Background: an optimization exercise with open tools, aiming at small area, a short achievable clock period and few clock cycles per item. Do not read the settings as production practice.
The RTL was checked by simulation tests, not by an equivalence proof against the original design.
Power figures rest on the tool's default switching activity, not on a simulated workload.

<file path="flow/run.sh">
#!/bin/bash
# synth_recipe.tcl (not shown) runs the flow's synth.tcl, then flattens the netlist and writes it again
# the make line also repeats each setting of config.mk as NAME=value (left out here)
make -C /OpenROAD-flow-scripts/flow DESIGN_CONFIG=/design/flow/config.mk WORK_HOME=/design/flow/orfs CLKGATE_MAP_FILE= SYNTH_SCRIPT=/design/flow/synth_recipe.tcl finish
</file>
<file path="flow/config.mk">
export PLATFORM = sky130hd
export DESIGN_NAME = base122_core
export DESIGN_NICKNAME = base122_core
export VERILOG_FILES = /design/flow/design.v
export SDC_FILE = /design/flow/constraint.sdc
export NUM_CORES = 4
export LEC_CHECK = 0
export CAP_MARGIN = 20
export CORE_MARGIN = 2
export CORE_UTILIZATION = 40
export SETUP_SLACK_MARGIN = 1.6
export SLEW_MARGIN = 20
</file>
<file path="flow/constraint.sdc">
create_clock -name core_clock -period 4.0 [get_ports {clk}]
set_input_delay 0.8000 -clock core_clock [delete_from_list [all_inputs] [get_ports {clk}]]
set_output_delay 0.8000 -clock core_clock [all_outputs]
set_load 0.01 [all_outputs]
</file>
<file path="flow/design.v">
module base122_cls (
    input  wire [6:0] chunk,
    output reg        danger,
    output reg  [2:0] idx
);
    always @(*) begin
        danger = 1'b1;
        idx    = 3'd0;
        case (chunk)
            7'h00: idx = 3'd0;
            7'h0A: idx = 3'd1;
            7'h0D: idx = 3'd2;
            7'h22: idx = 3'd3;
            7'h26: idx = 3'd4;
            7'h5C: idx = 3'd5;
            default: danger = 1'b0;
        endcase
    end
endmodule
module base122_enc (
    input  wire       clk,
    input  wire       rst,
    input  wire       in_valid,
    input  wire [7:0] in_data,
    input  wire       in_last,
    output wire       in_ready,
    output reg        out_valid,
    output reg  [7:0] out_data,
    output reg        out_last,
    input  wire       out_ready
);
    reg  [22:0] bits;        
    reg  [4:0]  nb;          
    reg         eom;         
    reg         e2;          
    wire        go    = !out_valid || out_ready;
    wire [6:0]  chunk = bits[22:16];
    wire        p6    = bits[15];
    wire        danger;
    wire [2:0]  idx;
    base122_cls u_cls (.chunk(chunk), .danger(danger), .idx(idx));
    wire        ge8 = nb[4] | nb[3];
    wire        ge7 = ge8 | (nb[2:0] == 3'd7);
    wire        ge6 = ge7 | (nb[2:0] == 3'd6);
    wire        nz  = nb != 5'd0;
    assign in_ready    = !eom && !nb[4];
    wire        accept = in_valid && in_ready;
    wire        esc = !e2 && danger;
    wire        have_e = ge8 || (eom && nz);             
    wire        have_n = e2 ? (ge6 || eom) : (ge7 || (eom && nz));
    wire        have   = esc ? have_e : have_n;
    wire        last_n = eom && (e2 ? !ge7 : !ge8);
    wire        last_o = !esc && last_n;
    wire [7:0]  byte_e = ge8 ? {3'b110, idx, 1'b1, p6} : {7'b1101111, chunk[6]};
    wire [7:0]  byte_n = e2 ? {2'b10, bits[22:17]} : {1'b0, chunk};
    wire [7:0]  byte_o = esc ? byte_e : byte_n;
    wire        emit   = go && have;
    wire [22:0] bits_i = bits | ({in_data & {8{accept}}, 15'd0} >> nb[3:0]);
    wire [22:0] bits_e = ge8 ? {bits_i[14:0], 8'd0} : {bits_i[21:0], 1'd0};
    wire [22:0] bits_n = e2 ? {bits_i[16:0], 6'd0} : {bits_i[15:0], 7'd0};
    wire [22:0] bits_s = esc ? bits_e : bits_n;
    wire [4:0]  c1 = accept ? nb + 5'd7 : nb - 5'd1;
    wire [4:0]  c6 = accept ? nb + 5'd2 : (ge6 ? nb - 5'd6 : 5'd0);
    wire [4:0]  c7 = accept ? nb + 5'd1 : (ge7 ? nb - 5'd7 : 5'd0);
    wire [4:0]  c8 = accept ? nb        : nb - 5'd8;
    wire [4:0]  nb_e = ge8 ? c8 : c1;
    wire [4:0]  nb_n = e2 ? c6 : c7;
    wire [4:0]  nb_s = esc ? nb_e : nb_n;
    always @(posedge clk) begin
        if (rst) begin
            bits      <= 23'd0;
            nb        <= 5'd0;
            eom       <= 1'b0;
            e2        <= 1'b0;
            out_valid <= 1'b0;
        end else begin
            if (emit) begin
                bits      <= bits_s;
                nb        <= nb_s;
                e2        <= !e2 && danger;
                out_valid <= 1'b1;
                out_data  <= byte_o;
                out_last  <= last_o;
                if (last_o)
                    eom <= 1'b0;
            end else begin
                bits <= bits_i;
                if (accept)
                    nb <= nb + 5'd8;
                if (out_ready)
                    out_valid <= 1'b0;
            end
            if (accept)
                eom <= in_last;
        end
    end
endmodule
module base122_dec (
    input  wire        clk,
    input  wire        rst,
    input  wire        in_valid,
    input  wire [7:0]  in_data,
    input  wire        in_last,
    output wire        in_ready,
    output reg         out_valid,
    output reg  [7:0]  out_data,
    output reg         out_end,
    output reg  [2:0]  out_cause,
    output wire [15:0] out_epc,
    input  wire        out_ready
);
    localparam C_NONE     = 3'd0;
    localparam C_LEAD     = 3'd1;
    localparam C_TRUNC    = 3'd2;
    localparam C_CONT     = 3'd3;
    localparam C_OVERLONG = 3'd4;
    localparam C_FIXED    = 3'd5;
    localparam C_INDEX6   = 3'd6;
    localparam C_SHORTPAY = 3'd7;
    reg  [7:0]  ib0;         
    reg         ib0l;
    reg         ib0v;
    reg  [6:0]  acc;         
    reg  [2:0]  an;          
    reg         e2;          
    reg  [4:0]  b1s;         
    reg         pv;          
    reg  [6:0]  pd;
    reg  [15:0] pc;          
    reg  [2:0]  cause;
    reg         bad;         
    reg         drain;       
    reg         endp;        
    reg         eh;          
    assign out_epc  = pc;
    wire [7:0]  d  = ib0;
    wire        dl = ib0l;
    wire go    = !out_valid || out_ready;
    wire flush = endp && pv;
    wire fresh = endp && !pv;
    wire issue = go && fresh;
    wire eng_ready = go && !eh && !(endp && (pv || bad));
    wire accept    = ib0v && eng_ready;
    assign in_ready = !ib0v || eng_ready;
    wire [2:0]  k  = b1s[4:2];
    wire        k7 = k == 3'd7;
    wire [6:0]  p  = {b1s[0], d[5:0]};
    wire        p_danger;
    wire [2:0]  p_idx;
    base122_cls u_cls (.chunk(p), .danger(p_danger), .idx(p_idx));
    reg  [6:0]  dval;
    always @(*) begin
        case (k)
            3'd0:    dval = 7'h00;
            3'd1:    dval = 7'h0A;
            3'd2:    dval = 7'h0D;
            3'd3:    dval = 7'h22;
            3'd4:    dval = 7'h26;
            default: dval = 7'h5C;
        endcase
    end
    reg  [2:0] b1_cause;
    always @(*) begin
        b1_cause = C_NONE;
        if (b1s[4:1] == 4'd0)    b1_cause = C_OVERLONG;
        else if (!b1s[1])        b1_cause = C_FIXED;
        else if (k == 3'd6)      b1_cause = C_INDEX6;
    end
    wire       cont_bad = d[7:6] != 2'b10;
    wire       b1_bad   = b1_cause != C_NONE;
    wire       sp_bad   = k7 && !p_danger;
    wire [2:0] b2_cause = cont_bad ? C_CONT : b1_bad ? b1_cause : sp_bad ? C_SHORTPAY : C_NONE;
    wire       b2_good  = !cont_bad && !b1_bad && !sp_bad;
    wire        act  = accept && !drain;         
    wire        lit  = act && !e2 && !d[7];
    wire        b1ok = act && !e2 && d[7:5] == 3'b110 && !dl;
    wire        b2ok = act && e2 && b2_good;
    wire        unit = lit || b2ok;              
    reg  [2:0]  err;
    always @(*) begin
        err = C_NONE;
        if (!e2) begin
            if (d[7] && d[7:5] != 3'b110) err = C_LEAD;
            else if (d[7] && dl)          err = C_TRUNC;
        end else
            err = b2_cause;
    end
    wire        usepd = pv;                      
    wire        push  = go && (pv || unit);
    wire [6:0]  new1  = !e2 ? d[6:0] : (k7 ? p : dval);
    wire [6:0]  pushv = usepd ? pd : new1;
    wire        npend = usepd ? unit : (b2ok && !k7);    
    wire [6:0]  npd   = usepd ? new1 : p;
    wire [2:0]  an_e   = fresh ? 3'd0 : an;
    wire [13:0] window = {acc, 7'd0} | ({7'd0, pushv} << (3'd7 - an_e));
    wire        emit   = push && an_e != 3'd0;
    wire [15:0] pc_inc = pc + (e2 ? 16'd2 : 16'd1);
    always @(posedge clk) begin
        if (rst) begin
            ib0v      <= 1'b0;
            acc       <= 7'd0;
            an        <= 3'd0;
            e2        <= 1'b0;
            pv        <= 1'b0;
            pc        <= 16'd0;
            cause     <= C_NONE;
            bad       <= 1'b0;
            drain     <= 1'b0;
            endp      <= 1'b0;
            eh        <= 1'b0;
            out_valid <= 1'b0;
        end else begin
            if (in_ready) begin
                ib0  <= in_data;
                ib0l <= in_last;
                ib0v <= in_valid;
            end
            if (out_valid && out_ready) begin
                out_valid <= 1'b0;
                if (eh) begin
                    eh <= 1'b0;
                    pc <= 16'd0;
                end
            end
            if (push) begin
                if (an_e == 3'd0) begin
                    acc <= pushv;
                    an  <= 3'd7;
                end else begin
                    acc <= {window[5:0], 1'b0};
                    an  <= an_e - 3'd1;
                end
            end
            if (go) begin
                pv <= npend;
                pd <= npd;
            end
            if (emit) begin
                out_valid <= 1'b1;
                out_data  <= window[13:6];
                out_end   <= 1'b0;
            end
            if (issue) begin
                out_valid <= 1'b1;
                out_end   <= 1'b1;
                out_cause <= cause;
                eh        <= bad;
                cause     <= C_NONE;
                bad       <= 1'b0;
                endp      <= 1'b0;
                if (!push) begin
                    acc <= 7'd0;
                    an  <= 3'd0;
                end
            end
            if (accept) begin
                if (drain) begin
                    if (dl) begin
                        drain <= 1'b0;
                        endp  <= 1'b1;
                    end
                end else if (err != C_NONE) begin
                    cause <= err;
                    bad   <= 1'b1;
                    e2    <= 1'b0;
                    if (dl) endp  <= 1'b1;
                    else    drain <= 1'b1;
                end else if (b1ok) begin
                    e2  <= 1'b1;
                    b1s <= d[4:0];
                end else begin
                    e2 <= 1'b0;
                    pc <= dl ? 16'd0 : pc_inc;
                    if (dl) endp <= 1'b1;
                end
            end
        end
    end
endmodule
module base122_core (
    input  wire        clk,
    input  wire        rst,
    input  wire        enc_in_valid,
    input  wire [7:0]  enc_in_data,
    input  wire        enc_in_last,
    output wire        enc_in_ready,
    output wire        enc_out_valid,
    output wire [7:0]  enc_out_data,
    output wire        enc_out_last,
    input  wire        enc_out_ready,
    input  wire        dec_in_valid,
    input  wire [7:0]  dec_in_data,
    input  wire        dec_in_last,
    output wire        dec_in_ready,
    output wire        dec_out_valid,
    output wire [7:0]  dec_out_data,
    output wire        dec_out_end,
    output wire [2:0]  dec_out_cause,
    output wire [15:0] dec_out_epc,
    input  wire        dec_out_ready
);
    base122_enc u_enc (
        .clk(clk), .rst(rst),
        .in_valid(enc_in_valid), .in_data(enc_in_data), .in_last(enc_in_last),
        .in_ready(enc_in_ready),
        .out_valid(enc_out_valid), .out_data(enc_out_data), .out_last(enc_out_last),
        .out_ready(enc_out_ready)
    );
    base122_dec u_dec (
        .clk(clk), .rst(rst),
        .in_valid(dec_in_valid), .in_data(dec_in_data), .in_last(dec_in_last),
        .in_ready(dec_in_ready),
        .out_valid(dec_out_valid), .out_data(dec_out_data), .out_end(dec_out_end),
        .out_cause(dec_out_cause), .out_epc(dec_out_epc),
        .out_ready(dec_out_ready)
    );
endmodule
</file>
==> results of run 1 <==
## layout make-up
class / instances / area (µm²) / share of cell area, %
Inverter: 41 / 178 / 1.83
Sequential cell: 110 / 2640 / 27.3
Timing Repair inverter: 1 / 7.51 / 0.0775
Clock inverter: 6 / 43.8 / 0.452
Multi-Input combinational cell: 608 / 4630 / 47.8
Timing Repair Buffer: 176 / 1680 / 17.3
Clock buffer: 10 / 229 / 2.36
Tap cell: 225 / 282 / 2.90
## placed cells by master, fill, tap and decap left out, drive strengths merged, types with 18 or more instances in the layout
| cell type | n |
|---|---|
| edfxtp | 42 |
| dfxtp | 68 |
| nor3 | 27 |
| inv | 39 |
| o21ai | 38 |
| clkdlybuf4s50 | 52 |
| a221oi | 18 |
| buf | 109 |
| nor2 | 80 |
| nand3 | 26 |
| ha | 19 |
| nand2 | 72 |
| a21oi | 78 |
## worst min path at each step
stage                   startpoint                 end  slack [ns]  cells after the start
floorplan           u_dec.cause[1]  u_dec.out_cause[1]        0.41                      0
global placement    u_dec.cause[2]  u_dec.out_cause[2]        0.43                      0
detailed placement  u_dec.cause[0]  u_dec.out_cause[0]        0.42                      0
CTS                 u_dec.cause[0]  u_dec.out_cause[0]        0.44                      0
global route        u_dec.cause[2]  u_dec.out_cause[2]        0.46                      0
finish              u_dec.cause[0]  u_dec.out_cause[0]        0.44                      0
## sequential cells by signal, summed over array words and instances (netlist names), 3 cells and up
register and flops:
u_enc.bits 23, u_dec.pc 16, u_enc.out_data 8, u_dec.acc 7, u_dec.ib0 8, u_dec.an 3, u_dec.cause 3, u_dec.out_cause 3
u_dec.out_data 8, u_enc.nb 5, u_dec.pd 7, u_dec.b1s 5
## worst max-delay path, delay by kind of cell, from the launching register on
family	cells	cell delay, ns
flip-flops	1	0.49
adder cells (fa/ha/maj)	1	0.17
AO/OA/AOI/OAI	4	0.65
buffers and inverters	1	0.17
AND/OR/NAND/NOR	3	0.73
## layer usage
metal	wire (µm)	global-route usage (%)
met3	1730	5.24
met2	11600	40.5
met1	8690	26.8
met5	0	0
met4	1060	10.9
## metrics by stage
| stage | hold slack [ns] | setup WS (ns) | util, % | area (µm²) |
|---|---|---|---|---|
| after floorplan | 0.409 | 1.59 | - | 7020 |
| after global placement | 0.429 | 0.674 | 45.7 | 7810 |
| after detailed placement | 0.420 | 0.655 | 45.7 | 7810 |
| after CTS | 0.444 | 1.48 | 51.8 | 8860 |
| after global routing | 0.460 | 1.41 | 56.6 | 9690 |
| final | 0.444 | 1.51 | 56.6 | 9690 |
## logic make-up after synthesis
kind of cell | count (synthesis) | synth area share [%]
AOI/OAI and AO/OA | 273 | 27.4
xor gates and xnor gates | 7 | 0.883
adders and majority gates | 20 | 3.71
buffers and inverters | 96 | 5.95
DFF | 110 | 37.8
muxes | 28 | 4.88
and+or+nand+nor | 278 | 19.5
## where the power goes
part / switching [mW] / leakage, nW / internal, mW
clock: 0.447 / 0.128 / 0.428
combinational: 1.81 / 2.48 / 1.45
sequential: 0.147 / 0.955 / 1.35
## timing repair
item,in CTS,in global routing
endpoints found under the setup margin,92,85
hold buffers,0,0
pin swaps,31,40
gates cloned,3,8
buffers inserted,38,47
gates resized for setup,115,96
==> impl_metrics.env, run 1 <==
export IMPL_cpMaxStageDelayCell="or4_4"
export IMPL_antenna_left=0
export IMPL_reg2reg_depth=9
export IMPL_io_pins=65
export IMPL_tritoncts="built"
export IMPL_synth_edf_count=42
export IMPL_path_max_fanout=4
export IMPL_dpl_cell_count=1065
export IMPL_overflow=0
export IMPL_max_slew_margin_rel_pct=48.5
export IMPL_viasPerCell=6.21
export IMPL_drtIter0Drc=978
export IMPL_required_ns=4.08
export IMPL_syn_num_nets=856
export IMPL_area_growth_pct=39.6
export IMPL_grt_pass1_wl_um=34100
export IMPL_status="no timing/DRC/antenna violations"
export IMPL_root_buffer="clkbuf_16"
export IMPL_end_kind="flip-flop"
export IMPL_finalMaxSlewViolations=0
export IMPL_async_flop_share_pct=0
export IMPL_grt_pass1_vias=6764
export IMPL_die_h_um=136
export IMPL_synth_top_area_share_pct=19.6
export IMPL_wire_per_inst_um=19.6
export IMPL_r2r_end="u_dec.out_end"
export IMPL_synth_most_common_cell="nor2_1"
export IMPL_tns_ns=0
export IMPL_io_buffers=64
export IMPL_synth_area_top_cells="dfxtp_1 (20%), edfxtp_1 (18%), a21oi_1 (5.6%)"
export IMPL_finalSetupViolations=0
export IMPL_worstReg2RegStart="u_dec.b1s[3]"
export IMPL_fin_skew_ns=0.00832
export IMPL_antenna_found_initial=0
export IMPL_start_util_pct=40.6
export IMPL_rsz0062_at_grt="yes"
export IMPL_num_vias=7309
export IMPL_diodes=0
export IMPL_crit_path_start="u_dec.b1s[3]"
export IMPL_dr_pass1_iters=6
export IMPL_clockBufferDepth=2
export IMPL_synth_top_cell_by_area="dfxtp_1"
export IMPL_finalPower_mw=5.64
export IMPL_clk_latency_ns=0.36
export IMPL_worstHoldPathType="reg2reg"
export IMPL_path_class="reg2reg"
export IMPL_synth_flop_cell="dfxtp_1"
export IMPL_fin_cells=1177
export IMPL_crit_arrival_ns=2.57
export IMPL_r2r_slack_ns=1.51
export IMPL_slowest_delay_ns=0.51
export IMPL_avgSynthCellArea_um2=8.55
export IMPL_place_hpwl_um=13900
export IMPL_tightest_slew_ns=0.769
export IMPL_drc=0
export IMPL_routed_wl_um=23100
export IMPL_crit_end="u_dec.out_end"
export IMPL_synth_area_mm2=0.00694
export IMPL_h_tree_depth=3
export IMPL_hold_viol=0
export IMPL_peakVddDrop_mv=0.382
export IMPL_synth_cell_type_count=80
export IMPL_grt_max_degree=45
export IMPL_synthCells=812
export IMPL_yosysSeqAreaShare_pct=37.8
export IMPL_nNetsFinal=991
export IMPL_fillers=1446
export IMPL_die_w_um=136
export IMPL_post_route_period_util_pct=62.3
export IMPL_ys_seq_elements=110
export IMPL_min_period_ns=2.49
export IMPL_synthTopCellsByCount="nor2_1 (80), a21oi_1 (78), nand2_1 (71)"
export IMPL_dieArea_mm2=0.0184
export IMPL_core_area_mm2=0.0171
export IMPL_power_leakage_nw=3.57
export IMPL_post_route_cells_drive_above_1_share_pct=28.8
export IMPL_cp_start_kind="flip-flop"
export IMPL_cts_sinks=110
export IMPL_fmax_ghz=0.402
export IMPL_cts_buffers=9
export IMPL_grtUsageTotal_pct=23.2
export IMPL_globalplace_congestion=0.921
export IMPL_ys_warn_count=3
export IMPL_clk_pin_slew_ns=0.08
export IMPL_p_per_area_mw_per_mm2=582
export IMPL_path_cells="buf_6 -> ha_4 -> a21bo_4 -> nor2_4 -> o31ai_2 -> o22ai_2 -> a21oi_1 -> or4_4 -> nand2b_1"
export IMPL_drv_cap=0
export IMPL_rows=48
Testbench counts, summed over its fixed seeds: cycles 21,485, items 37,672.
==> inputs of run 2 (changes only) <==
--- a/flow/config.mk
+++ b/flow/config.mk
@@ -5,8 +5,11 @@
 export SDC_FILE = /design/flow/constraint.sdc
 export NUM_CORES = 4
 export LEC_CHECK = 0
+export ABC_AREA = 1
 export CAP_MARGIN = 20
 export CORE_MARGIN = 2
 export CORE_UTILIZATION = 40
-export SETUP_SLACK_MARGIN = 1.6
+export CTS_BUF_LIST = sky130_fd_sc_hd__clkbuf_8
+export CTS_CLUSTER_SIZE = 30
+export SETUP_SLACK_MARGIN = 1.9
 export SLEW_MARGIN = 20
==> impl_metrics.env, run 2 <==
export IMPL_status="no timing/DRC/antenna violations"
export IMPL_dr_pass1_iters=5
export IMPL_hold_viol=0
export IMPL_grt_max_degree=31
export IMPL_power_leakage_nw=4.05
export IMPL_dieArea_mm2=0.0188
export IMPL_largest_reg_flops=23
export IMPL_core_area_mm2=0.0173
export IMPL_required_ns=3.20
export IMPL_antenna_found_initial=0
export IMPL_area_growth_pct=29.6
export IMPL_ctsHoldBuffers=0
export IMPL_top_register="u_enc.bits"
export IMPL_clockBufferDepth=2
export IMPL_place_hpwl_um=13100
export IMPL_path_cells="buf_2 -> inv_2 -> nand2_4 -> nand3_4 -> nand2_4 -> buf_6"
export IMPL_clk_pin_slew_ns=0.10
export IMPL_worstReg2RegStart="u_dec.b1s[2]"
export IMPL_wl_met1_um=8940
export IMPL_synth_top_cell_by_area="dfxtp_1"
export IMPL_final_core_util_pct=53.0
export IMPL_path_class="in2out"
export IMPL_wire_per_inst_um=14.5
export IMPL_r2r_slack_ns=1.97
export IMPL_cpMaxStageDelayCell="buf_2"
export IMPL_rsz0062_at_grt="yes"
export IMPL_path_max_fanout=3
export IMPL_start_util_pct=40.9
export IMPL_p_per_area_mw_per_mm2=657
export IMPL_cp_start_kind="input port"
export IMPL_viasPerCell=5.24
export IMPL_synth_top_area_share_pct=19.2
export IMPL_yosysSeqAreaShare_pct=37.1
export IMPL_max_slew_margin_rel_pct=45.3
export IMPL_grt_pass1_wl_um=31800
export IMPL_tritoncts="built"
export IMPL_num_vias=7217
export IMPL_avgSynthCellArea_um2=6.79
export IMPL_cts_sinks=110
export IMPL_tightest_slew_ns=0.820
export IMPL_overflow=0
export IMPL_min_period_ns=2.12
export IMPL_globalplace_congestion=0.901
export IMPL_synth_area_mm2=0.00708
export IMPL_cts_buffers=9
export IMPL_antenna_left=0
export IMPL_worstHoldPathType="reg2reg"
export IMPL_dpl_cell_count=1297
export IMPL_grtUsageTotal_pct=21.3
export IMPL_fin_skew_ns=0.0256
export IMPL_synthTopCellsByCount="nand2_1 (343), nand3_1 (110), inv_1 (103)"
export IMPL_rows=48
export IMPL_drv_cap=0
export IMPL_tns_ns=0
export IMPL_finalSetupViolations=0
export IMPL_end_kind="output port"
export IMPL_worst_hold_slack_ns=0.439
export IMPL_die_h_um=137
export IMPL_post_route_period_util_pct=53.0
export IMPL_met2_length_um=9350
export IMPL_synth_area_top_cells="dfxtp_1 (19%), nand2_1 (18%), edfxtp_1 (18%)"
export IMPL_io_pins=65
export IMPL_most_common_layout_cells="nand2_1 (316), nand3_1 (100), inv_1 (87)"
export IMPL_drc=0
export IMPL_synth_most_common_cell="nand2_1"
export IMPL_synthCells=1043
export IMPL_clk_latency_ns=0.40
export IMPL_ys_seq_elements=110
export IMPL_synth_cell_type_count=46
export IMPL_slowest_delay_ns=0.12
export IMPL_worst_path_buf_inv=3
export IMPL_drtIter0Drc=455
export IMPL_cpLargestDelayFamily="buffers and inverters"
export IMPL_crit_arrival_ns=1.32
export IMPL_grt_pass1_vias=6350
export IMPL_route_met3_wl_um=1080
export IMPL_finalPower_mw=6.02
export IMPL_ys_warn_count=3
export IMPL_post_route_cells_drive_above_1_share_pct=21.8
export IMPL_die_w_um=137
export IMPL_synth_edf_count=42
export IMPL_diodes=0
export IMPL_topRoutingLayerUsed="met4"
export IMPL_root_buffer="clkbuf_8"
export IMPL_nNetsFinal=1191
export IMPL_io_buffers=64
export IMPL_async_flop_share_pct=0
export IMPL_h_tree_depth=3
export IMPL_top_regs="u_enc.bits x23, u_dec.pc x16"
export IMPL_finalMaxSlewViolations=0
export IMPL_crit_path_start="dec_out_ready"
export IMPL_synth_flop_cell="dfxtp_1"
export IMPL_fmax_ghz=0.471
export IMPL_routed_wl_um=20000
export IMPL_syn_num_nets=1087
export IMPL_hold_path_startpoint="u_dec.cause[0]"
export IMPL_fin_cells=1377
export IMPL_peakVddDrop_mv=0.368
export IMPL_path_common_cell="nand2_4"
export IMPL_final_common_cell="nand2_1"
## run 2: cell types whose count changed in the layout (fill, tap and decap cells not counted), sizes merged, moves of 25 or more
| cell | previous run | this run |
|---|---|---|
| a21oi | 78 | 53 |
| buf | 109 | 71 |
| inv | 39 | 109 |
| nand2 | 72 | 350 |
| nand3 | 26 | 113 |
| o21ai | 38 | 66 |
## run 2: logic make-up after synthesis
kind of cell	Yosys count	share of synthesized area [%]
muxes	1	0.141
AOI/OAI and AO/OA	163	13.0
buffers and inverters	159	9.40
DFF	110	37.1
adders and majority gates	20	3.64
and+or+nand+nor	584	36.0
xor gates and xnor gates	6	0.742
## run 2: path summary, 6_finish.rpt
check | endpoint | depth (start not counted)
worst max-delay path | dec_in_ready | 6
worst min-delay path | u_dec.out_cause[0] | 0
worst max register to register | u_dec.out_data[6] | 14
worst min register to register | u_dec.out_cause[0] | 0
## run 2: cell type report
| cell class | instances | area (µm²) |
|---|---|---|
| Sequential cell | 110 | 2670 |
| Timing Repair Buffer | 134 | 1290 |
| Inverter | 115 | 478 |
| Clock buffer | 9 | 124 |
| Fill cell | 1648 | 8120 |
| Multi-Input combinational cell | 777 | 4290 |
| Clock inverter | 7 | 46.3 |
| Tap cell | 225 | 282 |
## run 2: per-stage QoR
step / cell area [µm²] / worst slack, ns
2_1_floorplan: 7160 / 1.90
3_3_place_gp: 7880 / 0.962
3_5_place_dp: 7880 / 0.965
4_1_cts: 8620 / 1.75
5_1_grt: 9170 / 1.83
6_report: 9170 / 1.88
## run 2: metal layers
| layer | global-route usage, % | up-vias |
|---|---|---|
| met5 | 0 | - |
| met4 | 9.11 | 0 |
| met3 | 2.70 | 42 |
| met2 | 34.9 | 232 |
| met1 | 28.0 | 3269 |
| li1 | - | 3674 |
## run 2: report_power, final
group | total (mW) | leakage (nW) | switching [mW] | internal, mW
clock network | 0.640 | 0.0851 | 0.412 | 0.228
logic | 3.86 | 3.00 | 2.36 | 1.50
registers | 1.52 | 0.962 | 0.115 | 1.41
## run 2: timing repair
item / 4_1_cts / 5_1_grt
resized for setup: 132 / 95
pin swaps: 11 / 30
cloned: 4 / 1
setup buffers: 31 / 28
setup endpoints to repair: 142 / 92
==> inputs of run 3 (changes only) <==
--- a/flow/design.v
+++ b/flow/design.v
@@ -48,24 +48,22 @@
     wire        esc = !e2 && danger;
     wire        have_e = ge8 || (eom && nz);             
     wire        have_n = e2 ? (ge6 || eom) : (ge7 || (eom && nz));
-    wire        have   = esc ? have_e : have_n;
     wire        last_n = eom && (e2 ? !ge7 : !ge8);
-    wire        last_o = !esc && last_n;
     wire [7:0]  byte_e = ge8 ? {3'b110, idx, 1'b1, p6} : {7'b1101111, chunk[6]};
     wire [7:0]  byte_n = e2 ? {2'b10, bits[22:17]} : {1'b0, chunk};
-    wire [7:0]  byte_o = esc ? byte_e : byte_n;
-    wire        emit   = go && have;
+    wire        emit_e = go && have_e;
+    wire        emit_n = go && have_n;
+    wire        emit   = esc ? emit_e : emit_n;
     wire [22:0] bits_i = bits | ({in_data & {8{accept}}, 15'd0} >> nb[3:0]);
-    wire [22:0] bits_e = ge8 ? {bits_i[14:0], 8'd0} : {bits_i[21:0], 1'd0};
-    wire [22:0] bits_n = e2 ? {bits_i[16:0], 6'd0} : {bits_i[15:0], 7'd0};
-    wire [22:0] bits_s = esc ? bits_e : bits_n;
+    wire [22:0] bits_e = emit_e ? (ge8 ? {bits_i[14:0], 8'd0} : {bits_i[21:0], 1'd0}) : bits_i;
+    wire [22:0] bits_n = emit_n ? (e2 ? {bits_i[16:0], 6'd0} : {bits_i[15:0], 7'd0}) : bits_i;
+    wire [4:0]  nb_i = accept ? nb + 5'd8 : nb;
     wire [4:0]  c1 = accept ? nb + 5'd7 : nb - 5'd1;
     wire [4:0]  c6 = accept ? nb + 5'd2 : (ge6 ? nb - 5'd6 : 5'd0);
     wire [4:0]  c7 = accept ? nb + 5'd1 : (ge7 ? nb - 5'd7 : 5'd0);
     wire [4:0]  c8 = accept ? nb        : nb - 5'd8;
-    wire [4:0]  nb_e = ge8 ? c8 : c1;
-    wire [4:0]  nb_n = e2 ? c6 : c7;
-    wire [4:0]  nb_s = esc ? nb_e : nb_n;
+    wire [4:0]  nb_e = emit_e ? (ge8 ? c8 : c1) : nb_i;
+    wire [4:0]  nb_n = emit_n ? (e2 ? c6 : c7) : nb_i;
     always @(posedge clk) begin
         if (rst) begin
             bits      <= 23'd0;
@@ -74,24 +72,19 @@
             e2        <= 1'b0;
             out_valid <= 1'b0;
         end else begin
-            if (emit) begin
-                bits      <= bits_s;
-                nb        <= nb_s;
-                e2        <= !e2 && danger;
-                out_valid <= 1'b1;
-                out_data  <= byte_o;
-                out_last  <= last_o;
-                if (last_o)
-                    eom <= 1'b0;
-            end else begin
-                bits <= bits_i;
-                if (accept)
-                    nb <= nb + 5'd8;
-                if (out_ready)
-                    out_valid <= 1'b0;
+            bits <= esc ? bits_e : bits_n;
+            nb   <= esc ? nb_e : nb_n;
+            if (emit)
+                e2 <= esc;
+            if (go) begin
+                out_valid <= emit;
+                out_data  <= esc ? byte_e : byte_n;
+                out_last  <= !esc && last_n;
             end
             if (accept)
                 eom <= in_last;
+            else if (!esc && emit_n && last_n)
+                eom <= 1'b0;
         end
     end
 endmodule
@@ -215,12 +208,14 @@
                 ib0l <= in_last;
                 ib0v <= in_valid;
             end
-            if (out_valid && out_ready) begin
-                out_valid <= 1'b0;
-                if (eh) begin
-                    eh <= 1'b0;
-                    pc <= 16'd0;
-                end
+            if (out_valid && out_ready && eh)
+                pc <= 16'd0;
+            if (go) begin
+                out_valid <= emit || fresh;
+                out_data  <= window[13:6];
+                out_end   <= fresh;
+                out_cause <= cause;
+                eh        <= fresh && bad;
             end
             if (push) begin
                 if (an_e == 3'd0) begin
@@ -235,16 +230,7 @@
                 pv <= npend;
                 pd <= npd;
             end
-            if (emit) begin
-                out_valid <= 1'b1;
-                out_data  <= window[13:6];
-                out_end   <= 1'b0;
-            end
             if (issue) begin
-                out_valid <= 1'b1;
-                out_end   <= 1'b1;
-                out_cause <= cause;
-                eh        <= bad;
                 cause     <= C_NONE;
                 bad       <= 1'b0;
                 endp      <= 1'b0;
--- a/flow/config.mk
+++ b/flow/config.mk
@@ -11,5 +11,5 @@
 export CORE_UTILIZATION = 40
 export CTS_BUF_LIST = sky130_fd_sc_hd__clkbuf_8
 export CTS_CLUSTER_SIZE = 30
-export SETUP_SLACK_MARGIN = 1.9
+export SETUP_SLACK_MARGIN = 1.7
 export SLEW_MARGIN = 20
==> impl_metrics.env, run 3 <==
export IMPL_final_core_util_pct=49.2
export IMPL_switching_share_pct=46.4
export IMPL_p_per_area_mw_per_mm2=526
export IMPL_synthTopCellsByCount="nand2_1 (317), inv_1 (94), nand3_1 (94)"
export IMPL_area_growth_pct=19.8
export IMPL_async_flop_share_pct=0
export IMPL_clk_pin_slew_ns=0.12
export IMPL_die_w_um=140
export IMPL_crit_arrival_ns=1.45
export IMPL_synth_most_common_cell="nand2_1"
export IMPL_required_ns=3.20
export IMPL_dr_pass1_iters=5
export IMPL_fmax_ghz=0.445
export IMPL_routed_wl_um=20900
export IMPL_drv_cap=0
export IMPL_cts_sinks=110
export IMPL_rsz0062_at_grt="yes"
export IMPL_peakVddDrop_mv=0.252
export IMPL_h_tree_depth=3
export IMPL_ys_warn_count=3
export IMPL_yosysSeqAreaShare_pct=35.3
export IMPL_ys_seq_elements=110
export IMPL_wire_per_inst_um=15.0
export IMPL_clk_latency_ns=0.40
export IMPL_clockPowerShare_pct=15.2
export IMPL_globalplace_congestion=0.903
export IMPL_die_h_um=140
export IMPL_start_util_pct=41.1
export IMPL_num_vias=7351
export IMPL_fin_skew_ns=0.0131
export IMPL_min_period_ns=2.25
export IMPL_core_area_mm2=0.0181
export IMPL_path_max_fanout=2
export IMPL_status="no timing/DRC/antenna violations"
export IMPL_clockBufferDepth=2
export IMPL_antenna_found_initial=0
export IMPL_switchingPower_mw=2.17
export IMPL_diodes=0
export IMPL_cp_start_kind="input port"
export IMPL_synth_top_cell_by_area="dfxtp_1"
export IMPL_grtUsageTotal_pct=21.2
export IMPL_cts_buffers=9
export IMPL_final_common_cell="nand2_1"
export IMPL_path_class="in2out"
export IMPL_io_buffers=64
export IMPL_root_buffer="clkbuf_8"
export IMPL_tightest_slew_ns=0.765
export IMPL_seqPwrFrac_pct=30.9
export IMPL_top_register="u_enc.bits"
export IMPL_viasPerCell=5.29
export IMPL_tns_ns=0
export IMPL_io_pins=65
export IMPL_grt_pass1_wl_um=34000
export IMPL_drtIter0Drc=496
export IMPL_pwr_share_comb_pct=53.9
export IMPL_post_route_cells_drive_above_1_share_pct=15.4
export IMPL_place_hpwl_um=14600
export IMPL_most_common_layout_cells="nand2_1 (307), nand3_1 (90), inv_1 (87)"
export IMPL_power_leakage_nw=3.73
export IMPL_synth_area_top_cells="dfxtp_1 (18%), edfxtp_1 (17%), nand2_1 (16%)"
export IMPL_synth_edf_count=42
export IMPL_drc=0
export IMPL_grt_pass1_vias=6676
export IMPL_synth_top_area_share_pct=18.3
export IMPL_worst_hold_slack_ns=0.440
export IMPL_tritoncts="built"
export IMPL_max_slew_margin_rel_pct=49.0
export IMPL_synth_cell_type_count=54
export IMPL_dpl_cell_count=1347
export IMPL_p_int_mw=2.51
export IMPL_synthCells=1080
export IMPL_grt_max_degree=29
export IMPL_rows=49
export IMPL_hold_viol=0
export IMPL_nNetsFinal=1199
export IMPL_top_regs="u_enc.bits x23, u_dec.pc x16"
export IMPL_fin_cells=1389
export IMPL_finalSetupViolations=0
export IMPL_synth_area_mm2=0.00743
export IMPL_post_route_period_util_pct=56.2
export IMPL_finalMaxSlewViolations=0
export IMPL_end_kind="output port"
export IMPL_avgSynthCellArea_um2=6.88
export IMPL_worstHoldPathType="reg2reg"
export IMPL_synth_flop_cell="dfxtp_1"
export IMPL_dieArea_mm2=0.0197
export IMPL_antenna_left=0
export IMPL_syn_num_nets=1124
export IMPL_largest_reg_flops=23
export IMPL_overflow=0
[run 3: timing repair]
item                       in CTS  in global routing
pin swaps                       5                  8
setup endpoints to repair      75                 56
hold buffers                    0                  0
cloned                          0                  0
setup buffers                  10                 16
gates resized for setup        40                 62
[run 3: routing by layer]
metal,vias to the layer above,global-route usage (%),wire (µm)
li1,3760,-,-
met3,29,4.92,1170
met1,3347,28.7,9920
met5,-,0,0
met4,0,4.94,382
met2,215,34.5,9420
[run 3: cells by family after synthesis]
logic type      count (synthesis)  synth area share [%]
flops                         110                  35.3
simple gates                  601                  37.2
xor+xnor                        8                 0.943
buf+inv                       150                  8.47
mux                             2                 0.269
fa+ha+maj                      20                  3.47
compound gates                189                  14.4
[run 3: through the flow]
stage	total power, mW	setup WS, ns	cell area (µm²)
6_report	4.68	1.75	8900
5_1_grt	5.02	1.69	8900
4_1_cts	4.52	1.71	8610
3_5_place_dp	3.71	0.725	8250
3_3_place_gp	3.72	0.732	8250
2_1_floorplan	3.07	1.72	7450
[run 3: worst paths after layout]
check | to | start | depth (start not counted) | slack (ns)
worst max-delay path | dec_in_ready | dec_out_ready | 6 | 1.75
worst max register to register | u_enc.bits[11] | u_enc.nb[1] | 13 | 1.83
worst min-delay path | u_dec.out_cause[0] | u_dec.cause[0] | 0 | 0.44
worst min register to register | u_dec.out_cause[0] | u_dec.cause[0] | 0 | 0.44
[run 3: power groups by stage]
stage | Combinational, mW | Clock, mW | Sequential (mW)
floorplan | 1.60 | 0 | 1.47
global placement | 2.26 | 0 | 1.46
detailed placement | 2.26 | 0 | 1.46
CTS | 2.35 | 0.735 | 1.44
global route | 2.78 | 0.778 | 1.46
finish | 2.52 | 0.713 | 1.44
[run 3: worst max-delay path, cell delays in order]
cell and delay [ns]:
clkdlybuf4s15_2 0.20, inv_1 0.05, nand2_2 0.06, nand3_2 0.11, nand2_2 0.10, buf_2 0.12
[run 3: layout make-up]
type | count | area (µm²)
Sequential cell | 110 | 2650
Timing Repair Buffer | 101 | 927
Clock inverter | 7 | 80.1
Multi-Input combinational cell | 820 | 4380
Clock buffer | 9 | 124
Inverter | 113 | 463
Fill cell | 1851 | 9180
Tap cell | 229 | 287
Testbench counts of run 3, summed over its fixed seeds: cycles 21,485, items 37,672.
==> inputs of run 4 (changes only) <==
--- a/flow/design.v
+++ b/flow/design.v
@@ -110,9 +110,9 @@
     localparam C_FIXED    = 3'd5;
     localparam C_INDEX6   = 3'd6;
     localparam C_SHORTPAY = 3'd7;
-    reg  [7:0]  ib0;         
-    reg         ib0l;
-    reg         ib0v;
+    wire [7:0]  d  = in_data;
+    wire        dl = in_last;
+    wire        dv = in_valid;
     reg  [6:0]  acc;         
     reg  [2:0]  an;          
     reg         e2;          
@@ -125,22 +125,19 @@
     reg         drain;       
     reg         endp;        
     reg         eh;          
-    assign out_epc  = pc;
-    wire [7:0]  d  = ib0;
-    wire        dl = ib0l;
+    assign out_epc = pc;
     wire go    = !out_valid || out_ready;
-    wire flush = endp && pv;
     wire fresh = endp && !pv;
     wire issue = go && fresh;
     wire eng_ready = go && !eh && !(endp && (pv || bad));
-    wire accept    = ib0v && eng_ready;
-    assign in_ready = !ib0v || eng_ready;
-    wire [2:0]  k  = b1s[4:2];
-    wire        k7 = k == 3'd7;
-    wire [6:0]  p  = {b1s[0], d[5:0]};
-    wire        p_danger;
-    wire [2:0]  p_idx;
-    base122_cls u_cls (.chunk(p), .danger(p_danger), .idx(p_idx));
+    wire accept    = dv && eng_ready;
+    assign in_ready = eng_ready;
+    wire [2:0]  k        = b1s[4:2];
+    wire        k7       = k == 3'd7;
+    wire [6:0]  p        = {b1s[0], d[5:0]};
+    wire        p_danger = b1s[0] ? (d[5:0] == 6'h1C) :
+                           (d[5:0] == 6'h00 || d[5:0] == 6'h0A || d[5:0] == 6'h0D ||
+                            d[5:0] == 6'h22 || d[5:0] == 6'h26);
     reg  [6:0]  dval;
     always @(*) begin
         case (k)
@@ -162,35 +159,25 @@
     wire       cont_bad = d[7:6] != 2'b10;
     wire       b1_bad   = b1_cause != C_NONE;
     wire       sp_bad   = k7 && !p_danger;
+    wire       b2_good  = !cont_bad && !b1_bad && !sp_bad;
     wire [2:0] b2_cause = cont_bad ? C_CONT : b1_bad ? b1_cause : sp_bad ? C_SHORTPAY : C_NONE;
-    wire       b2_good  = !cont_bad && !b1_bad && !sp_bad;
-    wire        act  = accept && !drain;         
-    wire        lit  = act && !e2 && !d[7];
-    wire        b1ok = act && !e2 && d[7:5] == 3'b110 && !dl;
-    wire        b2ok = act && e2 && b2_good;
-    wire        unit = lit || b2ok;              
-    reg  [2:0]  err;
-    always @(*) begin
-        err = C_NONE;
-        if (!e2) begin
-            if (d[7] && d[7:5] != 3'b110) err = C_LEAD;
-            else if (d[7] && dl)          err = C_TRUNC;
-        end else
-            err = b2_cause;
-    end
-    wire        usepd = pv;                      
+    wire       d_b1   = d[7:5] == 3'b110;
+    wire       d_unit = e2 ? b2_good : !d[7];            
+    wire       d_err  = e2 ? !b2_good : (d[7] && (!d_b1 || dl));
+    wire [2:0] err    = e2 ? b2_cause : (d_b1 ? C_TRUNC : C_LEAD);
+    wire       act  = accept && !drain;                  
+    wire       unit = act && d_unit;
     wire        push  = go && (pv || unit);
     wire [6:0]  new1  = !e2 ? d[6:0] : (k7 ? p : dval);
-    wire [6:0]  pushv = usepd ? pd : new1;
-    wire        npend = usepd ? unit : (b2ok && !k7);    
-    wire [6:0]  npd   = usepd ? new1 : p;
+    wire [6:0]  pushv = pv ? pd : new1;
+    wire        npend = pv ? unit : (unit && e2 && !k7);    
+    wire [6:0]  npd   = pv ? new1 : p;
     wire [2:0]  an_e   = fresh ? 3'd0 : an;
-    wire [13:0] window = {acc, 7'd0} | ({7'd0, pushv} << (3'd7 - an_e));
+    wire [13:0] window = {acc, 7'd0} | ({pushv, 7'd0} >> an_e);
     wire        emit   = push && an_e != 3'd0;
     wire [15:0] pc_inc = pc + (e2 ? 16'd2 : 16'd1);
     always @(posedge clk) begin
         if (rst) begin
-            ib0v      <= 1'b0;
             acc       <= 7'd0;
             an        <= 3'd0;
             e2        <= 1'b0;
@@ -203,13 +190,6 @@
             eh        <= 1'b0;
             out_valid <= 1'b0;
         end else begin
-            if (in_ready) begin
-                ib0  <= in_data;
-                ib0l <= in_last;
-                ib0v <= in_valid;
-            end
-            if (out_valid && out_ready && eh)
-                pc <= 16'd0;
             if (go) begin
                 out_valid <= emit || fresh;
                 out_data  <= window[13:6];
@@ -225,40 +205,37 @@
                     acc <= {window[5:0], 1'b0};
                     an  <= an_e - 3'd1;
                 end
+            end else if (issue) begin
+                acc <= 7'd0;
+                an  <= 3'd0;
             end
             if (go) begin
                 pv <= npend;
                 pd <= npd;
             end
+            if (out_valid && out_ready && eh)
+                pc <= 16'd0;
+            else if (unit)
+                pc <= dl ? 16'd0 : pc_inc;
+            if (act) begin
+                e2 <= !e2 && d_b1 && !dl;
+                if (!e2)
+                    b1s <= d[4:0];
+            end
             if (issue) begin
-                cause     <= C_NONE;
-                bad       <= 1'b0;
-                endp      <= 1'b0;
-                if (!push) begin
-                    acc <= 7'd0;
-                    an  <= 3'd0;
-                end
-            end
-            if (accept) begin
-                if (drain) begin
-                    if (dl) begin
-                        drain <= 1'b0;
-                        endp  <= 1'b1;
-                    end
-                end else if (err != C_NONE) begin
-                    cause <= err;
-                    bad   <= 1'b1;
-                    e2    <= 1'b0;
-                    if (dl) endp  <= 1'b1;
-                    else    drain <= 1'b1;
-                end else if (b1ok) begin
-                    e2  <= 1'b1;
-                    b1s <= d[4:0];
-                end else begin
-                    e2 <= 1'b0;
-                    pc <= dl ? 16'd0 : pc_inc;
-                    if (dl) endp <= 1'b1;
-                end
+                cause <= C_NONE;
+                bad   <= 1'b0;
+                endp  <= 1'b0;
+            end
+            if (act && d_err) begin
+                cause <= err;
+                bad   <= 1'b1;
+                if (!dl)
+                    drain <= 1'b1;
+            end
+            if (accept && dl) begin
+                drain <= 1'b0;
+                endp  <= 1'b1;
             end
         end
     end
==> flow/flow/run.sh (new file) <==
#!/bin/bash
# The standard layout (standard.sh, unchanged synthesis and steps), with one
# change: the buffer that global placement puts on every input and output
# port is sky130_fd_sc_hd__buf_1 instead of the tool's own pick (a delay cell).
set -euo pipefail
export BUFFER_PORTS_ARGS="-buffer_cell sky130_fd_sc_hd__buf_1"
bash standard.sh synth > synth.log 2>&1
bash standard.sh finish > layout.log 2>&1
==> flow/standard.sh (new file) <==
#!/bin/bash
# synth_recipe.tcl (not shown) runs the flow's synth.tcl, then flattens the netlist and writes it again
# the make line also repeats each setting of config.mk as NAME=value (left out here)
make -C /OpenROAD-flow-scripts/flow DESIGN_CONFIG=/design/flow/config.mk WORK_HOME=/design/flow/orfs CLKGATE_MAP_FILE= SYNTH_SCRIPT=/design/flow/synth_recipe.tcl "${@:-finish}"
--- a/flow/config.mk
+++ b/flow/config.mk
@@ -10,6 +10,6 @@
 export CORE_MARGIN = 2
 export CORE_UTILIZATION = 40
 export CTS_BUF_LIST = sky130_fd_sc_hd__clkbuf_8
-export CTS_CLUSTER_SIZE = 30
-export SETUP_SLACK_MARGIN = 1.7
+export CTS_CLUSTER_SIZE = 20
+export SETUP_SLACK_MARGIN = 1.9
 export SLEW_MARGIN = 20
removed: flow/run.sh
==> impl_metrics.env, run 4 <==
export IMPL_yosysSeqAreaShare_pct=34.5
export IMPL_clk_latency_ns=0.40
export IMPL_final_cell_area_mm2=0.00838
export IMPL_final_common_cell="nand2_1"
export IMPL_final_core_util_pct=50.7
export IMPL_r2r_slack_ns=1.89
export IMPL_grt_pass1_wl_um=33000
export IMPL_synth_cell_type_count=54
export IMPL_power_leakage_nw=3.43
export IMPL_dr_pass1_iters=6
export IMPL_post_route_period_util_pct=53.3
export IMPL_min_period_ns=2.13
export IMPL_synth_top_area_share_pct=19.8
export IMPL_ys_seq_elements=100
export IMPL_most_common_layout_cells="nand2_1 (292), nand3_1 (116), nor2_1 (79)"
export IMPL_end_kind="output port"
export IMPL_place_ws_ns=1.02
export IMPL_antenna_found_initial=0
export IMPL_dieArea_mm2=0.0180
export IMPL_diodes=0
export IMPL_path_class="reg2out"
export IMPL_fmax_ghz=0.469
export IMPL_clockBufferDepth=2
export IMPL_place_hpwl_um=14000
export IMPL_synth_edf_count=33
export IMPL_h_tree_depth=3
export IMPL_fillers=1633
export IMPL_top_usage_layer="met2"
export IMPL_ctsHoldBuffers=0
export IMPL_drv_cap=0
export IMPL_tightest_slew_ns=0.968
export IMPL_async_flop_share_pct=0
export IMPL_die_h_um=134
export IMPL_start_util_pct=40.9
export IMPL_avgSynthCellArea_um2=6.59
export IMPL_use_met1_pct=33.2
export IMPL_synth_flop_cell="dfxtp_1"
export IMPL_finalSetupViolations=0
export IMPL_finalMaxSlewViolations=0
export IMPL_top_register="u_enc.bits"
export IMPL_worstHoldPathType="reg2reg"
export IMPL_antenna_left=0
export IMPL_tritoncts="built"
export IMPL_syn_num_nets=1066
export IMPL_wire_per_inst_um=15.7
export IMPL_path_max_fanout=6
export IMPL_routed_wl_um=21200
export IMPL_largest_reg_flops=23
export IMPL_core_area_mm2=0.0165
export IMPL_io_pins=65
export IMPL_dpl_instance_area_mm2=0.00711
export IMPL_rows=47
export IMPL_synth_most_common_cell="nand2_1"
export IMPL_synth_top_cell_by_area="dfxtp_1"
export IMPL_cts_sinks=100
export IMPL_post_route_cells_drive_above_1_share_pct=19.8
export IMPL_rsz0062_at_grt="yes"
export IMPL_ys_warn_count=3
export IMPL_crit_arrival_ns=1.33
export IMPL_cp_start_kind="flip-flop"
export IMPL_nNetsFinal=1169
export IMPL_fin_skew_ns=0.0179
export IMPL_peakVddDrop_mv=0.323
export IMPL_tns_ns=0
export IMPL_use_met3_pct=3.14
export IMPL_synthCells=1026
export IMPL_overflow=0
export IMPL_synth_area_mm2=0.00676
export IMPL_drtIter0Drc=913
export IMPL_synthTopCellsByCount="nand2_1 (320), nand3_1 (125), nor2_1 (92)"
export IMPL_drc=0
export IMPL_root_buffer="clkbuf_8"
export IMPL_grt_pass1_vias=6486
export IMPL_setup_ws_ns=1.87
export IMPL_max_slew_margin_rel_pct=35.4
export IMPL_hold_viol=0
export IMPL_globalplace_congestion=0.930
export IMPL_use_met2_pct=34.5
export IMPL_p_per_area_mw_per_mm2=664
export IMPL_grt_max_degree=30
export IMPL_area_growth_pct=24.0
export IMPL_status="no timing/DRC/antenna violations"
export IMPL_num_vias=7328
export IMPL_io_buffers=64
export IMPL_cts_buffers=9
export IMPL_grtUsageTotal_pct=22.7
export IMPL_top_regs="u_enc.bits x23, u_dec.pc x16"
export IMPL_synth_area_top_cells="dfxtp_1 (20%), nand2_1 (18%), edfxtp_1 (15%)"
export IMPL_required_ns=3.20
export IMPL_clk_pin_slew_ns=0.11
export IMPL_viasPerCell=5.41
export IMPL_die_w_um=134
run 4: cell count changes in the layout (fill, tap and decap cells not counted), moves of 11 or more:
cell	change
buf_4	+15
nand2_1	-15
buf_1	+55
clkdlybuf4s50_1	-59
o21ai_0	-18
nand3_1	+26
inv_1	-11
inv_2	-12
a21oi_1	-18
run 4: logic make-up (layout without fill, tap and decap cells):
kind of cell / after synthesis / after routing / share of synthesized area, %
compound gates: 152 / 152 / 12.7
xor+xnor: 9 / 9 / 1.17
fa+ha+maj: 16 / 16 / 3.07
buf+inv: 137 / 243 / 8.92
flops: 100 / 100 / 34.5
simple gates: 612 / 614 / 39.6
run 4: area by class of cell:
| cell class | count | area (µm²) | area share [%] |
|---|---|---|---|
| Timing Repair inverter | 2 | 12.5 | 0.149 |
| Multi-Input combinational cell | 791 | 4260 | 50.8 |
| Clock buffer | 10 | 138 | 1.64 |
| Tap cell | 220 | 275 | 3.29 |
| Clock inverter | 6 | 47.5 | 0.567 |
| Timing Repair Buffer | 127 | 837 | 9.99 |
| Sequential cell | 100 | 2360 | 28.2 |
| Inverter | 98 | 447 | 5.33 |
run 4: power by group:
part | leakage, nW | switching (mW) | total, mW | internal (mW)
clock | 0.0947 | 0.411 | 0.660 | 0.250
sequential | 0.876 | 0.115 | 1.39 | 1.28
combinational | 2.46 | 2.23 | 3.51 | 1.29
run 4: final timing paths:
kind	start	endpoint	cells past startpoint
worst max-delay path	u_enc.eom	enc_in_ready	3
worst max register to register	u_enc.nb[1]	u_enc.bits[21]	14
worst min register to register	u_dec.cause[2]	u_dec.out_cause[2]	0
worst min-delay path	u_dec.cause[2]	u_dec.out_cause[2]	0
run 4: repair_timing:
action	CTS	global route
buffers inserted	30	26
gates cloned	1	4
endpoints found under the setup margin	75	73
gates resized for setup	66	100
pin swaps	10	27
run 4: per-stage QoR:
step                cells  hold WS [ns]  total power, mW
floorplan            1026         0.409             3.33
finish               1354         0.453             5.56
CTS                  1324         0.457             5.05
global placement     1277         0.415             3.93
detailed placement   1277         0.429             3.92
global route         1354         0.481             5.91
run 4: critical path, cell delays in order (launching register included):
cell	delay [ns]
dfxtp_4	0.40
nor2_4	0.23
buf_4	0.16
buf_1	0.15
run 4: routing by layer:
| metal | routed length (µm) | share of wire, % |
|---|---|---|
| met4 | 478 | 2.3 |
| met1 | 10000 | 47 |
| met5 | 0 | 0 |
| met2 | 9300 | 44 |
| met3 | 1420 | 6.7 |
Testbench counts of run 4, summed over its fixed seeds: cycles 21,481, items 37,672.
==> inputs of run 5 (changes only) <==
--- a/flow/config.mk
+++ b/flow/config.mk
@@ -8,7 +8,7 @@
 export ABC_AREA = 1
 export CAP_MARGIN = 20
 export CORE_MARGIN = 2
-export CORE_UTILIZATION = 40
+export CORE_UTILIZATION = 60
 export CTS_BUF_LIST = sky130_fd_sc_hd__clkbuf_8
 export CTS_CLUSTER_SIZE = 20
 export SETUP_SLACK_MARGIN = 1.9
==> impl_metrics.env, run 5 <==
export IMPL_yosysSeqAreaShare_pct=34.5
export IMPL_die_h_um=110
export IMPL_rows=38
export IMPL_path_class="reg2reg"
export IMPL_max_slew_margin_rel_pct=31.9
export IMPL_drv_cap=0
export IMPL_reg2reg_depth=12
export IMPL_synth_edf_count=33
export IMPL_worstHoldPathType="reg2reg"
export IMPL_required_ns=4.33
export IMPL_antenna_found_initial=0
export IMPL_fillers=905
export IMPL_grt_pass1_wl_um=31600
export IMPL_dpl_instance_area_mm2=0.00701
export IMPL_antenna_left=0
export IMPL_fmax_ghz=0.457
export IMPL_finalPower_mw=5.58
export IMPL_ctsHoldBuffers=0
export IMPL_place_hpwl_um=13500
export IMPL_post_route_period_util_pct=54.6
export IMPL_io_pins=65
export IMPL_core_area_mm2=0.0109
export IMPL_routed_wl_um=21500
export IMPL_finalSetupViolations=0
export IMPL_ys_warn_count=3
export IMPL_worstReg2RegStart="u_enc.nb[0]"
export IMPL_tightest_slew_ns=1.02
export IMPL_synth_most_common_cell="nand2_1"
export IMPL_peakVddDrop_mv=0.473
export IMPL_clk_latency_ns=0.40
export IMPL_setup_ws_ns=1.81
export IMPL_drc=0
export IMPL_avgSynthCellArea_um2=6.59
export IMPL_most_common_layout_cells="nand2_1 (299), nand3_1 (117), nor2_1 (77)"
export IMPL_r2r_end="u_enc.bits[1]"
export IMPL_tns_ns=0
export IMPL_finalMaxSlewViolations=0
export IMPL_fin_skew_ns=0.0189
export IMPL_status="no timing/DRC/antenna violations"
export IMPL_power_leakage_nw=3.44
export IMPL_viasPerCell=5.92
export IMPL_largest_reg_flops=23
export IMPL_syn_num_nets=1066
export IMPL_synth_area_mm2=0.00676
export IMPL_final_common_cell="nand2_1"
export IMPL_cts_sinks=100
export IMPL_dr_pass1_iters=6
export IMPL_grt_pass1_vias=6552
export IMPL_diodes=0
export IMPL_clockBufferDepth=2
export IMPL_io_buffers=64
export IMPL_final_cell_area_mm2=0.00821
export IMPL_rsz0062_at_grt="yes"
export IMPL_dieArea_mm2=0.0121
export IMPL_synth_flop_cell="dfxtp_1"
export IMPL_end_kind="flip-flop"
export IMPL_root_buffer="clkbuf_8"
export IMPL_synthTopCellsByCount="nand2_1 (320), nand3_1 (125), nor2_1 (92)"
export IMPL_h_tree_depth=3
export IMPL_globalplace_congestion=0.986
export IMPL_async_flop_share_pct=0
export IMPL_p_per_area_mw_per_mm2=679
export IMPL_die_w_um=110
export IMPL_tritoncts="built"
export IMPL_cp_start_kind="flip-flop"
export IMPL_post_route_cells_drive_above_1_share_pct=19.4
export IMPL_grtUsageTotal_pct=33.5
export IMPL_crit_path_start="u_enc.nb[0]"
export IMPL_clk_pin_slew_ns=0.10
export IMPL_num_vias=7589
export IMPL_top_register="u_enc.bits"
export IMPL_synth_top_cell_by_area="dfxtp_1"
export IMPL_start_util_pct=61.8
export IMPL_area_growth_pct=21.5
export IMPL_min_period_ns=2.19
export IMPL_top_regs="u_enc.bits x23, u_dec.pc x16"
export IMPL_ys_seq_elements=100
export IMPL_synth_cell_type_count=54
export IMPL_synthCells=1026
export IMPL_final_core_util_pct=75.1
export IMPL_drtIter0Drc=944
export IMPL_hold_viol=0
export IMPL_r2r_slack_ns=1.81
export IMPL_wire_per_inst_um=16.8
export IMPL_path_max_fanout=5
export IMPL_overflow=0
export IMPL_grt_max_degree=36
export IMPL_synth_area_top_cells="dfxtp_1 (20%), nand2_1 (18%), edfxtp_1 (15%)"
export IMPL_nNetsFinal=1177
export IMPL_synth_top_area_share_pct=19.8
export IMPL_crit_arrival_ns=2.52
export IMPL_place_ws_ns=1.02
export IMPL_cts_buffers=9
export IMPL_crit_end="u_enc.bits[1]"
run 5: cell counts after synthesis:
Identical to the previous run, type by type.
run 5: critical path: stages (launching register included):
cell and delay [ns]:
dfxtp_4 0.40, ha_4 0.18, ha_4 0.17, nor2_4 0.14
nand2_2 0.11, a21oi_4 0.17, nor3_4 0.07, buf_6 0.13
buf_6 0.11, a21oi_4 0.25, buf_6 0.16, nand2_1 0.07
a21oi_2 0.15
run 5: layout make-up:
| cell class | instances | area [µm²] | share of cell area, % |
|---|---|---|---|
| multi-input cells | 791 | 4220 | 51.3 |
| inverters | 98 | 443 | 5.40 |
| clock buffers | 10 | 138 | 1.68 |
| repair buffers | 134 | 823 | 10.0 |
| flip-flops and latches | 100 | 2360 | 28.8 |
| well taps | 140 | 175 | 2.13 |
| clock inverters | 6 | 32.5 | 0.396 |
| repair inverters | 3 | 17.5 | 0.213 |
run 5: per-layer routing:
layer	vias up	wire length (µm)	GRT usage (%)
li1	3643	-	-
met1	3414	8490	39.9
met2	426	10100	57.2
met3	106	1790	5.82
met4	0	1140	18.8
met5	-	0	0
run 5: worst min-delay path by stage:
stage                               from                 end  slack (ns)  cells after the start
after global routing      u_dec.cause[1]  u_dec.out_cause[1]        0.46                      0
after detailed placement  u_dec.cause[1]  u_dec.out_cause[1]        0.43                      0
after floorplan           u_dec.cause[0]  u_dec.out_cause[0]        0.41                      0
after global placement    u_dec.cause[1]  u_dec.out_cause[1]        0.42                      0
after CTS                 u_dec.cause[1]  u_dec.out_cause[1]        0.45                      0
final                     u_dec.cause[1]  u_dec.out_cause[1]        0.45                      0
run 5: report_power, final:
part           internal [mW]  switching (mW)  leakage [nW]
Combinational           1.31            2.26          2.48
Sequential              1.28           0.124         0.877
Clock                  0.237           0.373        0.0885
run 5: metrics by stage:
step,hold slack [ns],instances
6_report,0.449,1282
5_1_grt,0.461,1282
3_3_place_gp,0.421,1197
4_1_cts,0.449,1245
3_5_place_dp,0.428,1197
2_1_floorplan,0.409,1026
run 5: cells by family after synthesis:
logic type	synth area share [%]
simple gates	39.6
compound gates	12.7
buf+inv	8.92
xor+xnor	1.17
flops	34.5
fa+ha+maj	3.07
run 5: timing repair:
item / in CTS / in global routing
setup endpoints to repair: 71 / 68
gates resized for setup: 63 / 91
cloned: 1 / 4
pin swaps: 10 / 22
setup buffers: 31 / 33
==> inputs of run 6 (changes only) <==
--- a/flow/design.v
+++ b/flow/design.v
@@ -178,7 +178,6 @@
     wire [15:0] pc_inc = pc + (e2 ? 16'd2 : 16'd1);
     always @(posedge clk) begin
         if (rst) begin
-            acc       <= 7'd0;
             an        <= 3'd0;
             e2        <= 1'b0;
             pv        <= 1'b0;
@@ -205,10 +204,8 @@
                     acc <= {window[5:0], 1'b0};
                     an  <= an_e - 3'd1;
                 end
-            end else if (issue) begin
-                acc <= 7'd0;
+            end else if (issue)
                 an  <= 3'd0;
-            end
             if (go) begin
                 pv <= npend;
                 pd <= npd;
@@ -217,11 +214,10 @@
                 pc <= 16'd0;
             else if (unit)
                 pc <= dl ? 16'd0 : pc_inc;
-            if (act) begin
+            if (act)
                 e2 <= !e2 && d_b1 && !dl;
-                if (!e2)
-                    b1s <= d[4:0];
-            end
+            if (!e2)
+                b1s <= d[4:0];
             if (issue) begin
                 cause <= C_NONE;
                 bad   <= 1'b0;
--- a/flow/config.mk
+++ b/flow/config.mk
@@ -8,7 +8,7 @@
 export ABC_AREA = 1
 export CAP_MARGIN = 20
 export CORE_MARGIN = 2
-export CORE_UTILIZATION = 60
+export CORE_UTILIZATION = 40
 export CTS_BUF_LIST = sky130_fd_sc_hd__clkbuf_8
 export CTS_CLUSTER_SIZE = 20
 export SETUP_SLACK_MARGIN = 1.9
==> impl_metrics.env, run 6 <==
export IMPL_status="no timing/DRC/antenna violations"
export IMPL_max_slew_margin_rel_pct=56.4
export IMPL_rows=47
export IMPL_diodes=0
export IMPL_worst_path_stages=12
export IMPL_ctsHoldBuffers=0
export IMPL_synth_top_cell_by_area="dfxtp_1"
export IMPL_antenna_found_initial=1
export IMPL_io_buffers=64
export IMPL_r2r_slack_ns=1.93
export IMPL_worst_path_buf_inv=4
export IMPL_slowest_delay_ns=0.40
export IMPL_viasPerCell=5.39
export IMPL_tritoncts="built"
export IMPL_peakVddDrop_mv=0.326
export IMPL_drc=0
export IMPL_crit_path_start="u_enc.nb[1]"
export IMPL_fin_skew_ns=0.0158
export IMPL_grtUsageTotal_pct=22.0
export IMPL_ys_seq_elements=100
export IMPL_path_max_fanout=8
export IMPL_nNetsFinal=1146
export IMPL_top_regs="u_enc.bits x23, u_dec.pc x16"
export IMPL_p_per_area_mw_per_mm2=641
export IMPL_worstReg2RegStart="u_enc.nb[1]"
export IMPL_root_buffer="clkbuf_8"
export IMPL_finalSetupViolations=0
export IMPL_routed_wl_um=20400
export IMPL_synth_edf_count=40
export IMPL_rsz0062_at_grt="yes"
export IMPL_tns_ns=0
export IMPL_dieArea_mm2=0.0183
export IMPL_finalPower_mw=5.35
export IMPL_start_util_pct=41.2
export IMPL_synthTopCellsByCount="nand2_1 (294), nand3_1 (107), inv_1 (91)"
export IMPL_die_w_um=135
export IMPL_synth_most_common_cell="nand2_1"
export IMPL_worstHoldPathType="reg2reg"
export IMPL_largest_reg_flops=23
export IMPL_reg2reg_depth=12
export IMPL_place_hpwl_um=13900
export IMPL_cts_buffers=9
export IMPL_tightest_slew_ns=0.652
export IMPL_top_register="u_enc.bits"
export IMPL_synth_flop_cell="dfxtp_1"
export IMPL_path_cells="clkinvlp_4 -> ha_4 -> nand3_2 -> nand2_4 -> o21ai_4 -> clkinv_4 -> nor2_4 -> buf_12 -> buf_8 -> nand2_1 -> and3_1 -> nor2_2"
export IMPL_grt_max_degree=25
export IMPL_async_flop_share_pct=0
export IMPL_final_common_cell="nand2_1"
export IMPL_power_leakage_nw=3.49
export IMPL_required_ns=4.30
export IMPL_antenna_left=0
export IMPL_post_route_cells_drive_above_1_share_pct=18.6
export IMPL_grt_pass1_wl_um=32400
export IMPL_most_common_layout_cells="nand2_1 (284), nand3_1 (102), inv_1 (79)"
export IMPL_synth_area_top_cells="dfxtp_1 (17%), edfxtp_1 (17%), nand2_1 (16%)"
export IMPL_fmax_ghz=0.483
export IMPL_synthCells=1008
export IMPL_hold_viol=0
export IMPL_crit_arrival_ns=2.37
export IMPL_cpLargestDelayFamily="simple AND/OR/NAND/NOR gates"
export IMPL_path_class="reg2reg"
export IMPL_ys_warn_count=3
export IMPL_core_area_mm2=0.0167
export IMPL_cpMaxStageDelayCell="dfxtp_4"
export IMPL_synth_area_mm2=0.00688
export IMPL_post_route_period_util_pct=51.7
export IMPL_avgSynthCellArea_um2=6.82
export IMPL_h_tree_depth=3
export IMPL_clk_latency_ns=0.38
export IMPL_synth_top_area_share_pct=17.5
export IMPL_cp_start_kind="flip-flop"
export IMPL_min_period_ns=2.07
export IMPL_globalplace_congestion=0.914
export IMPL_dr_pass1_iters=5
export IMPL_area_growth_pct=21.4
export IMPL_cts_sinks=100
export IMPL_finalMaxSlewViolations=0
export IMPL_die_h_um=135
export IMPL_num_vias=7170
export IMPL_clockBufferDepth=2
export IMPL_clk_pin_slew_ns=0.11
export IMPL_io_pins=65
export IMPL_r2r_end="u_enc.bits[17]"
export IMPL_drv_cap=0
export IMPL_crit_end="u_enc.bits[17]"
export IMPL_yosysSeqAreaShare_pct=34.9
export IMPL_overflow=0
export IMPL_end_kind="flip-flop"
export IMPL_syn_num_nets=1048
export IMPL_synth_cell_type_count=56
export IMPL_grt_pass1_vias=6363
export IMPL_wire_per_inst_um=15.3
export IMPL_drtIter0Drc=593
run 6: changes by cell type in the layout (fill, tap and decap cells not counted), moves of 7 or more:
cell / change
nand2_1: -15
nand3_1: -15
edfxtp_1: +7
a21oi_1: -9
buf_4: -14
inv_2: +8
nand2_2: -13
nand4_1: +9
run 6: layer usage:
metal | vias to the layer above | track usage, % | part of all wire [%] | wire [µm]
li1 | 3572 | - | - | -
met1 | 3319 | 32.1 | 47 | 9560
met2 | 245 | 34.4 | 45 | 9220
met3 | 32 | 2.88 | 6.2 | 1270
met4 | 2 | 5.84 | 1.7 | 356
met5 | - | 0 | 0.034 | 7
run 6: report_power, final:
group          internal, mW  switching, mW  leakage, nW  total (mW)
logic                  1.15           2.10         2.50        3.26
registers              1.27         0.0937        0.881        1.37
clock network         0.332          0.401        0.112       0.734
run 6: area by class of cell:
| cell class | count | area, µm² |
|---|---|---|
| fillers | 1737 | 8350 |
| multi-input cells | 766 | 4190 |
| flip-flops and latches | 100 | 2430 |
| repair buffers | 121 | 774 |
| inverters | 106 | 450 |
| well taps | 220 | 275 |
| clock buffers | 11 | 151 |
| clock inverters | 5 | 63.8 |
| repair inverters | 2 | 10.0 |
run 6: worst min path at each step:
stage | startpoint | endpoint | slack, ns | depth (start not counted)
2_1_floorplan | u_dec.cause[0] | u_dec.out_cause[0] | 0.41 | 0
3_3_place_gp | u_dec.cause[2] | u_dec.out_cause[2] | 0.42 | 0
3_5_place_dp | u_dec.cause[2] | u_dec.out_cause[2] | 0.42 | 0
4_1_cts | u_dec.cause[2] | u_dec.out_cause[2] | 0.45 | 0
5_1_grt | u_dec.cause[2] | u_dec.out_cause[2] | 0.46 | 0
6_report | u_dec.cause[2] | u_dec.out_cause[2] | 0.45 | 0
run 6: kinds of logic after synthesis:
| kind of cell | after synthesis | synth area share [%] |
|---|---|---|
| AO/OA/AOI/OAI | 145 | 12.2 |
| XOR/XNOR | 13 | 1.66 |
| adder cells (fa/ha/maj) | 16 | 3.02 |
| buffers and inverters | 145 | 8.93 |
| flip-flops | 100 | 34.9 |
| AND/OR/NAND/NOR | 589 | 39.3 |
run 6: what timing repair did:
action | 4_1_cts | 5_1_grt
pin swaps | 7 | 29
buffers inserted | 21 | 31
gates cloned | 2 | 3
endpoints found under the setup margin | 68 | 65
resized for setup | 30 | 94
run 6: worst reg2reg max path, delay by kind of cell, from the launching register on:
kind | cells | cell delay [ns]
AO/OA/AOI/OAI | 1 | 0.25
adder cells (fa/ha/maj) | 1 | 0.17
buffers and inverters | 4 | 0.50
flip-flops | 1 | 0.40
AND/OR/NAND/NOR | 6 | 0.67
run 6: metrics by stage:
stage / instance area [µm²] / util (%) / hold WS, ns / instances / setup WS [ns]
3_3_place_gp: 7260 / 43.4 / 0.417 / 1258 / 1.04
2_1_floorplan: 6940 / - / 0.409 / 1008 / 1.88
4_1_cts: 7760 / 46.4 / 0.448 / 1297 / 1.88
5_1_grt: 8350 / 50.0 / 0.461 / 1331 / 1.81
3_5_place_dp: 7260 / 43.4 / 0.422 / 1258 / 0.942
6_report: 8350 / 50.0 / 0.447 / 1331 / 1.93
Testbench counts of run 6, summed over its fixed seeds: cycles 21,481, items 37,672.

-- separate check: timing with driven ports --
No port has a modelled driver above. Below, the same layouts with a new extraction and two added sets of constraints. Step 1, drivers: a clkbuf_16 drives clk and a buf_2 each remaining input, both assumed. Step 2, shift: input delay + t, output delay - t, t = (earliest + latest rising clock arrival at the registers) / 2. This alone moves slack from input paths to output paths. Slacks: no drivers / after step 1 / after step 2; pairs: no drivers / after step 1.
| run | t (ns) | slack for setup (ns) |
|---|---|---|
| run 1 | 0.404 | 1.510 / 1.510 / 1.194 |
| run 2 | 0.422 | 1.878 / 1.857 / 1.610 |
| run 3 | 0.425 | 1.753 / 1.730 / 1.375 |
| run 4 | 0.429 | 1.866 / 1.830 / 1.550 |
| run 5 | 0.430 | 1.814 / 1.814 / 1.565 |
| run 6 | 0.411 | 1.931 / 1.898 / 1.540 |
After both steps setup and hold are still met in every run listed.
